What follows belongs to an exercise in optimizing a design on an open flow for small area; a production flow would make more cautious choices.
In this exercise RTL edits were held to simulation tests only and were not proved equivalent to the original.
The clock input has no modelled driver; a real chip could not lean on it and would need a root buffer or a full tree.
No activity file was given, so power comes from the tool's default toggle rates.

Design ev1527_decoder, start of the top module:
module ev1527_decoder (
    input  wire        clk,
    input  wire        rst,         
    input  wire        line_i,      
    input  wire        tick_i,      
    input  wire        rearm_i,     
    input  wire        disable_i,   
    input  wire        clrdet_i,    
    output wire [19:0] address_o,
    output wire [3:0]  key_o,
    output wire        detected_o,
    output wire        enabled_o
);
==> module ev1527_classifier, before the edit <==
module ev1527_classifier (
    input  wire [14:0] lo_i,
    input  wire [13:0] hi_i,
    output wire        valid_o,      
    output wire        bit_o,        
    output wire        preamble_o    
);
    function automatic le15(input [14:0] a, input [14:0] b);
        integer i;
        reg r;
        begin
            r = 1'b1;
            for (i = 0; i < 15; i = i + 1)
                r = (~a[i] & b[i]) | (~a[i] & r) | (b[i] & r);
            le15 = r;
        end
    endfunction
    function automatic [14:0] add15(input [14:0] a, input [14:0] b);
        integer i;
        reg c;
        begin
            c = 1'b0;
            for (i = 0; i < 15; i = i + 1) begin
                add15[i] = a[i] ^ b[i] ^ c;
                c = (a[i] & b[i]) | (a[i] & c) | (b[i] & c);
            end
        end
    endfunction
    wire [14:0] hi = {1'b0, hi_i};
    wire lo_le_2hi = le15(lo_i, {hi_i, 1'b0});
    assign valid_o = le15(15'd450, hi) && le15(hi, 15'd8500) &&
                     le15(15'd1350, lo_i) && le15(lo_i, 15'd25500);
    assign bit_o   = lo_le_2hi;
    wire [14:0] q       = {3'b000, hi_i[13:2]};
    wire [14:0] q1      = {4'b0001, hi_i[12:2]};
    wire [14:0] q_x5    = add15({q1[12:0], 2'b00}, q1);
    assign preamble_o = le15(15'd2400, q) && le15(q, 15'd4000) &&
                        le15(q_x5, lo_i) && lo_le_2hi;
endmodule
clock: 6.0 ns
lec_check: 0
cap_margin: 20
core_margin: 2
core_utilization: 40
gpl_timing_driven: 0
slew_margin: 20
standard.sh (not shown) runs the stock make flow with config.mk's settings and CLKGATE_MAP_FILE= SYNTH_SCRIPT=/design/flow/synth_recipe.tcl, a recipe that flattens the netlist after the stock synthesis.
==> flow/flow/run.sh <==
#!/bin/bash
# Own layout flow: the standard flow (standard.sh) with these changes.
#  - Synthesis is the standard flow's own script (synth_recipe.tcl), except that the ABC
#    mapping step uses an area-oriented script (flow/area.abc): the same
#    registers, cell types and names, only the logic between them is mapped
#    differently.
#  - Ports are buffered with buf_1 instead of the resizer's default pick.
#  - CTS is replaced by a two-level clock buffer tree (flow/cts_hook.tcl):
#    the registers are split into CLK_GROUPS equal groups by position, each
#    driven by a clkbuf_8 at its centre; one clkbuf_2 drives those.
# Each tool's log is in orfs/logs/; make's output is in flow_make.log.
set -euo pipefail
W=$(pwd)
cat > "$W/flow_synth.tcl" <<EOF
proc abc {args} {
  set i [lsearch -exact \$args -script]
  if {\$i >= 0} { lset args [expr {\$i + 1}] $W/flow/area.abc }
  yosys abc {*}\$args
}
source $W/synth_recipe.tcl
EOF
export BUFFER_PORTS_ARGS="-buffer_cell sky130_fd_sc_hd__buf_1"
export PRE_CTS_TCL="$W/flow/cts_hook.tcl"
export CLK_GROUPS=5
export CLK_LEAF_CELL=sky130_fd_sc_hd__clkbuf_8
export CLK_ROOT_CELL=sky130_fd_sc_hd__clkbuf_2
bash standard.sh SYNTH_SCRIPT="$W/flow_synth.tcl" finish > flow_make.log 2>&1
Other scripts of this flow, unchanged in this note and not shown: flow/flow/area.abc, flow/flow/cts_hook.tcl
Change:
--- a/flow/design.v
+++ b/flow/design.v
@@ -29,15 +29,13 @@
     wire [14:0] hi = {1'b0, hi_i};
     wire lo_le_2hi = le15(lo_i, {hi_i, 1'b0});
     assign valid_o = le15(15'd450, hi) && le15(hi, 15'd8500) &&
                      le15(15'd1350, lo_i) && le15(lo_i, 15'd25500);
     assign bit_o   = lo_le_2hi;
-    wire [14:0] q       = {3'b000, hi_i[13:2]};
-    wire [14:0] q1      = {4'b0001, hi_i[12:2]};
-    wire [14:0] q_x5    = add15({q1[12:0], 2'b00}, q1);
-    assign preamble_o = le15(15'd2400, q) && le15(q, 15'd4000) &&
-                        le15(q_x5, lo_i) && lo_le_2hi;
+    wire [14:0] hi_x125 = add15(hi, {3'b000, hi_i[13:2]});
+    assign preamble_o = le15(15'd9600, hi) && le15(hi, 15'd16000) &&
+                        le15(hi_x125, lo_i) && lo_le_2hi;
 endmodule
 module ev1527_decoder (
     input  wire        clk,
     input  wire        rst,         
     input  wire        line_i,      
Effect:
- The new run completed with no timing, DRC or antenna violations
- design area rises by a few percent
- fmax falls by a few percent
- power stays flat
- synthesized area rises slightly
- routed wire length falls slightly
No run of this note takes its clock network from TritonCTS; it comes from the design's own scripts or RTL.

separate check: timing with driven ports:
The results above use ideal ports. As a check the final layouts listed here were re-extracted and re-timed, cells and wires unchanged.
Step 1 assumes that a clkbuf_16 drives the clock port and a buf_2 every other input.
Step 2 adds t to the input delays and takes it off the output delays; t is the mean of the earliest and latest rising clock arrival at the registers after step 1. Input paths then give back, and output paths get back, about the clock's delay inside the block.
Three values: ideal, step 1, step 2; two values: the first two.
| run | t, ns | slack for setup (ns) | worst data-port slew with drivers (ns) |
|---|---|---|---|
| the first run | 0.530 | 0.463 / 0.463 / 0.463 | 0.04 |
| the second run | 0.504 | 0.260 / 0.260 / 0.260 | 0.04 |
After both steps setup and hold are still met in every run listed.
